Context: an optimization exercise on an open-source flow, tuned for small area, a short achievable clock period and few clock cycles per item. The choices shown serve that exercise and are no tape-out recipe.
Only simulation tests tie the RTL to the original design; equivalence was not proved.
Power figures rest on the tool's default switching activity, not on a simulated workload.

==> flow/design.v (excerpt) <==
module ws_frame_rx (
  input  wire        clk,
  input  wire        rst,
  input  wire        in_valid,
  input  wire [7:0]  in_data,
  output wire        in_ready,
  output wire        ev_valid,
  input  wire        ev_ready,
  output wire        ev_crc_err,
  output wire [1:0]  ev_tag,
  output wire [7:0]  ev_command,
  output wire [7:0]  ev_status,
  output wire [7:0]  ev_length,
  output wire [63:0] ev_raw,
  output wire [63:0] ev_value1,
  output wire [63:0] ev_value2,
  output wire [15:0] ev_stored,
  output wire [15:0] ev_computed
);
  wire load1, load2;
  wire pre1, pre2;
  reg        busy, post;
  reg  [4:0] cnt;
  wire [4:0] cnt_n  = cnt + 5'd1;
  wire       d25    = (ev_tag == 2'd0);
  wire       d125   = (ev_tag == 2'd2);
  wire       t_hi   = post && ((d25 && cnt_n == 5'd24) ||
                               (d125 && (cnt_n == 5'd23 || cnt_n == 5'd24 || cnt_n == 5'd25)));
  wire       t_lo   = post && ((d25 && cnt_n == 5'd24) ||
                               (d125 && (cnt_n == 5'd23 || cnt_n == 5'd24)));
  always @(posedge clk) begin
    if (rst) begin
      busy <= 1'b0;
      post <= 1'b0;
    end else if (load1 || load2) begin
      busy <= 1'b1;
      post <= 1'b0;
    end else if (busy && !post && !pre1 && !pre2) begin
      post <= 1'b1;
    end else if (post && cnt == 5'd25) begin
      busy <= 1'b0;
      post <= 1'b0;
    end
  end
  always @(posedge clk)
    cnt <= post ? cnt_n : 5'd0;
  ws_framer u_framer (
    .clk(clk), .rst(rst),
    .in_valid(in_valid), .in_data(in_data), .in_ready(in_ready),
    .ev_take(ev_valid && ev_ready), .ev_valid(ev_valid),
    .ev_crc_err(ev_crc_err), .ev_tag(ev_tag), .ev_command(ev_command),
    .ev_status(ev_status), .ev_length(ev_length), .ev_raw(ev_raw),
  ...
For scale: roughly 1600 cells after synthesis, roughly 290 flip-flops, roughly 270 I/O pins, about 15000 um2 of cells after synthesis.
Settings: LEC_CHECK=0, ABC_AREA=1, CAP_MARGIN=20, CORE_MARGIN=2, CORE_UTILIZATION=50, CTS_BUF_LIST=sky130_fd_sc_hd__clkbuf_8, CTS_CLUSTER_DIAMETER=50, CTS_CLUSTER_SIZE=20, PLACE_DENSITY=0.6, SETUP_SLACK_MARGIN=5, SLEW_MARGIN=20; clock period 9.0 ns.
standard.sh (not shown) runs the stock make flow with config.mk's settings and CLKGATE_MAP_FILE= SYNTH_SCRIPT=/design/flow/synth_recipe.tcl, a recipe that flattens the netlist after the stock synthesis.
==> flow/flow/run.sh <==
#!/bin/bash
# Own flow: the standard layout (standard.sh, unchanged synthesis) with
# a tighter setup target for repair_timing, the smallest buffer on the
# ports and clock tree synthesis without dummy loads. All tool output goes
# to logs in this folder (standard_own.log, and ORFS's logs under orfs/).
set -euo pipefail
MARGIN=${MARGIN:-5.7}
CTS="-sink_clustering_enable -repair_clock_nets -buf_list sky130_fd_sc_hd__clkbuf_8 -sink_clustering_size 20 -sink_clustering_max_diameter 50 -dont_use_dummy_load"
sed -e "s/SETUP_SLACK_MARGIN=[0-9.]*/SETUP_SLACK_MARGIN=$MARGIN/" \
    -e "s|\"\${@:-finish}\"|BUFFER_PORTS_ARGS='-buffer_cell sky130_fd_sc_hd__buf_1' CTS_ARGS='$CTS' \"\${@:-finish}\"|" \
    standard.sh > standard_own.sh
bash standard_own.sh > standard_own.log 2>&1
Testbench counts at the start, summed over its fixed seeds: cycles 24,942, bytes 24,934.
Edit:
--- a/flow/flow/run.sh
+++ b/flow/flow/run.sh
@@ -5,6 +5,6 @@
 # to logs in this folder (standard_own.log, and ORFS's logs under orfs/).
 set -euo pipefail
-MARGIN=${MARGIN:-5.7}
-CTS="-sink_clustering_enable -repair_clock_nets -buf_list sky130_fd_sc_hd__clkbuf_8 -sink_clustering_size 20 -sink_clustering_max_diameter 50 -dont_use_dummy_load"
+MARGIN=${MARGIN:-5.8}
+CTS="-sink_clustering_enable -repair_clock_nets -buf_list sky130_fd_sc_hd__clkbuf_16 -sink_clustering_size 30 -sink_clustering_max_diameter 60 -dont_use_dummy_load"
 sed -e "s/SETUP_SLACK_MARGIN=[0-9.]*/SETUP_SLACK_MARGIN=$MARGIN/" \
     -e "s|\"\${@:-finish}\"|BUFFER_PORTS_ARGS='-buffer_cell sky130_fd_sc_hd__buf_1' CTS_ARGS='$CTS' \"\${@:-finish}\"|" \
- register-to-register slack improves by 0.09 ns
- setup slack gains 0.095 ns
- non-clock buffer count came out higher by 3
- count of clock-buffer cells in the layout is lower by 2
Edit:
--- a/flow/flow/run.sh
+++ b/flow/flow/run.sh
@@ -6,5 +6,5 @@
 set -euo pipefail
 MARGIN=${MARGIN:-5.8}
-CTS="-sink_clustering_enable -repair_clock_nets -buf_list sky130_fd_sc_hd__clkbuf_16 -sink_clustering_size 30 -sink_clustering_max_diameter 60 -dont_use_dummy_load"
+CTS="-sink_clustering_enable -repair_clock_nets -buf_list sky130_fd_sc_hd__clkbuf_8 -sink_clustering_size 20 -sink_clustering_max_diameter 50 -dont_use_dummy_load"
 sed -e "s/SETUP_SLACK_MARGIN=[0-9.]*/SETUP_SLACK_MARGIN=$MARGIN/" \
     -e "s|\"\${@:-finish}\"|BUFFER_PORTS_ARGS='-buffer_cell sky130_fd_sc_hd__buf_1' CTS_ARGS='$CTS' \"\${@:-finish}\"|" \
Settings changed: CORE_UTILIZATION 50 to 60, PLACE_DENSITY 0.6 to 0.7.
Clock-buffer cell count is higher by 2.
Final area decreases by 1.9%.
Clock power falls by 29%.
Wire length came out lower by 3.8%.

========
ws_frame_rx again, from the RTL that the note above started with.
==> flow/design.v (excerpt) <==
module ws_frame_rx (
  input  wire        clk,
  input  wire        rst,
  input  wire        in_valid,
  input  wire [7:0]  in_data,
  output wire        in_ready,
  output wire        ev_valid,
  input  wire        ev_ready,
  output wire        ev_crc_err,
  output wire [1:0]  ev_tag,
  output wire [7:0]  ev_command,
  output wire [7:0]  ev_status,
  output wire [7:0]  ev_length,
  output wire [63:0] ev_raw,
  output wire [63:0] ev_value1,
  output wire [63:0] ev_value2,
  output wire [15:0] ev_stored,
  output wire [15:0] ev_computed
);
export LEC_CHECK = 0
export ABC_AREA = 1
export CAP_MARGIN = 20
export CORE_MARGIN = 2
export CORE_UTILIZATION = 50
export CTS_BUF_LIST = sky130_fd_sc_hd__clkbuf_8
export CTS_CLUSTER_DIAMETER = 50
export CTS_CLUSTER_SIZE = 20
export PLACE_DENSITY = 0.6
export SETUP_SLACK_MARGIN = 5
export SLEW_MARGIN = 20
create_clock -name core_clock -period 9.0 [get_ports {clk}]
==> flow/flow/run.sh <==
#!/bin/bash
# Own flow: the standard layout (standard.sh, unchanged synthesis) with
# a tighter setup target for repair_timing, the smallest buffer on the
# ports and clock tree synthesis without dummy loads. All tool output goes
# to logs in this folder (standard_own.log, and ORFS's logs under orfs/).
set -euo pipefail
MARGIN=${MARGIN:-5.8}
CTS="-sink_clustering_enable -repair_clock_nets -buf_list sky130_fd_sc_hd__clkbuf_8 -sink_clustering_size 30 -sink_clustering_max_diameter 40 -dont_use_dummy_load"
sed -e "s/SETUP_SLACK_MARGIN=[0-9.]*/SETUP_SLACK_MARGIN=$MARGIN/" \
    -e "s|\"\${@:-finish}\"|BUFFER_PORTS_ARGS='-buffer_cell sky130_fd_sc_hd__buf_1' CTS_ARGS='$CTS' \"\${@:-finish}\"|" \
    standard.sh > standard_own.sh
bash standard_own.sh > standard_own.log 2>&1
Testbench counts at the start, summed over its fixed seeds: cycles 24,942, bytes 24,934.
==> next run, changes <==
--- a/flow/config.mk
+++ b/flow/config.mk
@@ -14,3 +14,3 @@
 export CTS_CLUSTER_SIZE = 20
-export PLACE_DENSITY = 0.6
+export PLACE_DENSITY = 0.5
 export SETUP_SLACK_MARGIN = 5
After rerunning: Cell count came out lower slightly. Global-route usage went up by 0.41 points. Die area stays the same.
==> next run, changes <==
--- a/flow/flow/run.sh
+++ b/flow/flow/run.sh
@@ -7,3 +7,3 @@
 MARGIN=${MARGIN:-5.8}
-CTS="-sink_clustering_enable -repair_clock_nets -buf_list sky130_fd_sc_hd__clkbuf_8 -sink_clustering_size 30 -sink_clustering_max_diameter 40 -dont_use_dummy_load"
+CTS="-sink_clustering_enable -repair_clock_nets -buf_list sky130_fd_sc_hd__clkbuf_8 -sink_clustering_size 20 -sink_clustering_max_diameter 50 -dont_use_dummy_load"
 sed -e "s/SETUP_SLACK_MARGIN=[0-9.]*/SETUP_SLACK_MARGIN=$MARGIN/" \
--- a/flow/config.mk
+++ b/flow/config.mk
@@ -14,4 +14,5 @@
 export CTS_CLUSTER_SIZE = 20
-export PLACE_DENSITY = 0.5
+export PLACE_DENSITY = 0.6
 export SETUP_SLACK_MARGIN = 5
 export SLEW_MARGIN = 20
+export TNS_END_PERCENT = 0
The new run went through all stages and came out clean. Global-route usage falls by 0.50 points. Total power falls by 3.1%. Utilization falls by 0.94 points. Synthesized cell count stays the same. Sequential cell count does not change. Final area falls by 1.6%. Wire length falls by 1.8%. Clock skew falls by 0.034 ns. Clock power falls by 9.2%.
==> next run, changes <==
--- a/flow/flow/run.sh
+++ b/flow/flow/run.sh
@@ -6,4 +6,4 @@
 set -euo pipefail
-MARGIN=${MARGIN:-5.8}
-CTS="-sink_clustering_enable -repair_clock_nets -buf_list sky130_fd_sc_hd__clkbuf_8 -sink_clustering_size 20 -sink_clustering_max_diameter 50 -dont_use_dummy_load"
+MARGIN=${MARGIN:-5.95}
+CTS="-sink_clustering_enable -repair_clock_nets -buf_list sky130_fd_sc_hd__clkbuf_8 -sink_clustering_size 30 -sink_clustering_max_diameter 40 -dont_use_dummy_load"
 sed -e "s/SETUP_SLACK_MARGIN=[0-9.]*/SETUP_SLACK_MARGIN=$MARGIN/" \
--- a/flow/config.mk
+++ b/flow/config.mk
@@ -17,2 +17 @@
 export SLEW_MARGIN = 20
-export TNS_END_PERCENT = 0
=>
- The new run completed with no timing, DRC or antenna violations
- clock power grows by roughly a tenth
- register-to-register slack is better by 0.40 ns
- worst setup slack improves by 0.26 ns
- die area is unchanged
- synthesized area does not change
- fmax is higher by a little under a tenth
- utilization went up by 2.3 points

==> afterwards: timing with drivers on the ports <==
How much do the figures lean on ideal ports? The routed layouts below were timed once more, with nothing changed but the port constraints.
Step 1 sets driving cells, clkbuf_16 on the clock port and buf_2 on the other inputs (assumed; they add their load-dependent delay and slew).
Step 2 times the ports against the registers' clock, not the clock port: input delays grow and output delays shrink by t, the midpoint of the rising clock arrivals with the driver on.
a / b / c = no drivers / after step 1 / after step 2; a / b = the first two.
run	t, ns	slack for setup (ns)	hold WS [ns]	worst register clock-pin slew, ns
the first run of note 1	0.634	5.744 / 5.695 / 5.388	0.453 / 0.453 / 0.453	0.11 / 0.11
the second run of note 1	0.588	5.839 / 5.792 / 5.379	0.456 / 0.456 / 0.456	0.09 / 0.09
the third run of note 1	0.615	5.850 / 5.800 / 5.294	0.456 / 0.456 / 0.456	0.11 / 0.11
the first run of note 2	0.574	5.878 / 5.834 / 5.423	0.451 / 0.451 / 0.451	0.08 / 0.08
the second run of note 2	0.578	5.816 / 5.767 / 5.384	0.454 / 0.454 / 0.454	0.09 / 0.09
the third run of note 2	0.561	5.661 / 5.614 / 5.138	0.452 / 0.452 / 0.452	0.09 / 0.09
the fourth run of note 2	0.585	5.924 / 5.875 / 5.396	0.463 / 0.463 / 0.463	0.10 / 0.10
After both steps setup and hold are still met in every run listed. The setup slack of the third run of note 1, which loses most, moves by -0.050 ns with the drivers and by -0.556 ns with both steps.
